Context: an optimization exercise on an open-source flow, tuned for small area, a short achievable clock period and few clock cycles per item. The choices shown serve that exercise and are no tape-out recipe.
In this exercise RTL edits were held to simulation tests only and were not proved equivalent to the original.
No activity file was given, so power comes from the tool's default toggle rates.

Setup of job 7431:
==> flow/design.v (excerpt) <==
module fivmac_core (
    input  wire         clk,
    input  wire         rst,         
    input  wire         cmd_valid,
    input  wire [4:0]   cmd_op,
    input  wire [511:0] blk,         
    input  wire [159:0] h_in,        
    output wire         ready,
    output wire [159:0] h_out,       
    output wire [63:0]  blkcnt
);
For scale: ~8700 cells after synthesis, roughly 910 I/O pins.
==> flow/config.mk <==
export PLATFORM = sky130hd
export DESIGN_NAME = fivmac_core
export DESIGN_NICKNAME = fivmac_core
export VERILOG_FILES = /design/flow/design.v
export SDC_FILE = /design/flow/constraint.sdc
export NUM_CORES = 4
export LEC_CHECK = 0
export CAP_MARGIN = 20
export CORE_MARGIN = 2
export CORE_UTILIZATION = 40
export PLACE_DENSITY = 0.75
export SETUP_SLACK_MARGIN = 5
export SLEW_MARGIN = 20
export BUFFER_PORTS_ARGS = -buffer_cell sky130_fd_sc_hd__buf_2
==> flow/constraint.sdc <==
create_clock -name core_clock -period 11.5 [get_ports {clk}]
set_input_delay 2.3000 -clock core_clock [delete_from_list [all_inputs] [get_ports {clk}]]
set_output_delay 2.3000 -clock core_clock [all_outputs]
set_load 0.01 [all_outputs]
standard.sh (not shown) runs the stock make flow with config.mk's settings and CLKGATE_MAP_FILE= SYNTH_SCRIPT=/design/flow/synth_recipe.tcl, a recipe that flattens the netlist after the stock synthesis.
==> flow/flow/run.sh <==
#!/bin/bash
# The standard layout (the standard.sh, standard synthesis included),
# with one change: the buffers that placement puts on every input and output
# port are buf_2 cells instead of the delay cells the resizer picks by
# default. Clock period, constraints and the rest of the flow are unchanged.
set -e
cfg="${FLOW_CONFIG:-config.mk}"
echo "export BUFFER_PORTS_ARGS = -buffer_cell sky130_fd_sc_hd__buf_2" >> "$cfg"
bash standard.sh > standard.log 2>&1
Testbench counts of job 7431, summed over its fixed seeds: cycles 35,430, blocks 648.
The following lists how job 141 was set up differently from job 7431:
-- flow/design.v --
<<< job 7431, line 200
        end
    end
    always @(posedge clk) begin
        if (rst) begin
            h0 <= 32'd0; h1 <= 32'd0; h2 <= 32'd0; h3 <= 32'd0; h4 <= 32'd0;
            cnt <= 64'd0;
            busy <= 1'b0;
            h0f <= 1'b0; h1f <= 1'b0;
        end else if (!busy) begin
            h0 <= h0e; h1 <= h1e;
            h0f <= 1'b0; h1f <= 1'b0;
            if (cmd_valid) begin
                case (cmd_op)
                    OP_INIT_MD5: begin
                        h0 <= IV0; h1 <= IV1; h2 <= IV2; h3 <= IV3;
                        cnt <= 64'd0;
                    end
                    OP_INIT_SHA1: begin
                        h0 <= IV0; h1 <= IV1; h2 <= IV2; h3 <= IV3; h4 <= IV4;
                        cnt <= 64'd0;
                    end
                    OP_WRITE_H: begin
                        h0 <= h_in[31:0];    h1 <= h_in[63:32];   h2 <= h_in[95:64];
                        h3 <= h_in[127:96];  h4 <= h_in[159:128];
                    end
                    OP_COMP_MD5, OP_COMP_SHA1: busy <= 1'b1;
                    default: ;   
                endcase
            end
        end else if (last) begin
            busy <= 1'b0;
            cnt  <= {cnt[63:32] + {31'd0, c32}, cnt[31:0] + 32'd1};
            h0f <= sha; h1f <= ~sha;
            if (sha) begin
                h1 <= c1; h2 <= c2; h3 <= add_a; h4 <= add_b;
            end else begin
                h0 <= add_a; h2 <= c2; h3 <= add_b;
            end
        end
    end
>>> job 141, line 200
        end
    end
    wire        i_init = ~busy & cmd_valid & ((cmd_op == OP_INIT_MD5) | (cmd_op == OP_INIT_SHA1));
    wire        i_sha  = cmd_op == OP_INIT_SHA1;
    wire        i_wr   = ~busy & cmd_valid & (cmd_op == OP_WRITE_H);
    wire        i_comp = ~busy & cmd_valid & ((cmd_op == OP_COMP_MD5) | (cmd_op == OP_COMP_SHA1));
    wire        fin    = busy & last & ~rst;           
    wire [31:0] h0o = i_init ? IV0 : i_wr ? h_in[31:0]    : h0e;
    wire [31:0] h1o = i_init ? IV1 : i_wr ? h_in[63:32]   : h1e;
    wire [31:0] h2o = i_init ? IV2 : i_wr ? h_in[95:64]   : h2;
    wire [31:0] h3o = i_init ? IV3 : i_wr ? h_in[127:96]  : h3;
    wire [31:0] h4o = (i_init & i_sha) ? IV4 : i_wr ? h_in[159:128] : h4;
    always @(posedge clk) begin
        h0 <= (fin & ~sha) ? add_a : rst ? 32'd0 : h0o;
        h1 <= (fin & sha) ? c1 : rst ? 32'd0 : h1o;
        h2 <= fin ? c2 : rst ? 32'd0 : h2o;
        h3 <= fin ? (sha ? add_a : add_b) : rst ? 32'd0 : h3o;
        h4 <= (fin & sha) ? add_b : rst ? 32'd0 : h4o;
    end
    always @(posedge clk) begin
        if (rst) begin
            cnt <= 64'd0;
            busy <= 1'b0;
            h0f <= 1'b0; h1f <= 1'b0;
        end else if (!busy) begin
            h0f <= 1'b0; h1f <= 1'b0;
            if (i_init) cnt <= 64'd0;
            if (i_comp) busy <= 1'b1;
        end else if (last) begin
            busy <= 1'b0;
            cnt  <= {cnt[63:32] + {31'd0, c32}, cnt[31:0] + 32'd1};
            h0f <= sha; h1f <= ~sha;
        end
    end
[summary]
Job 141 vs job 7431 — non-clock buffer instance count of the final layout climbed by a few percent. Looking at core utilization across job 141 and job 7431, the one that comes out higher is job 141. Final setup skew: job 141 lower than job 7431. Cmp job 141 and job 7431 / combinational share of power / lower: job 7431. Job 141 vs. job 7431: number of buffers inserted by port buffering level, layout multi-input combinational cell count went down. In terms of power in the clock group, job 141 and job 7431 differ only marginally. The overall die area of job 141 was superior to that of job 7431. Looking at total wire length after detailed routing across both flows, job 141 is the stronger of the two, with job 7431 trailing. The lower horizontal die dimension came out of job 141. Job 141 finished all stages; the layout is clean. Lower post-detailed-placement half-perimeter wirelength among job 141 and job 7431: job 141. First-iteration DRC count (job 7431 / job 141): 1.07. Higher combined flip-flop and latch cell area was reported by job 141, not job 7431.
Testbench counts of job 141, summed over its fixed seeds: cycles 35,430, blocks 648.

-- re-timing with driven ports --
The flow's constraints put no driver on any port. The routed layouts listed below were extracted and timed again, unchanged, in two steps. Step 1 assumes that a clkbuf_16 drives the clock port and a buf_2 every other input. Step 2 times the ports against the registers' clock, not the clock port: input delays grow and output delays shrink by t, the midpoint of the rising clock arrivals with the driver on. Slacks: ideal ports / drivers / drivers and shift; pairs: ideal ports / drivers.
run | t (ns) | slack for setup (ns) | hold WS [ns]
job 7431 | 0.867 | 4.849 / 4.849 / 4.849 | 0.458 / 0.458 / 0.458
job 141 | 0.893 | 4.497 / 4.497 / 4.497 | 0.433 / 0.433 / 0.433
After both steps every run listed still meets setup and hold.
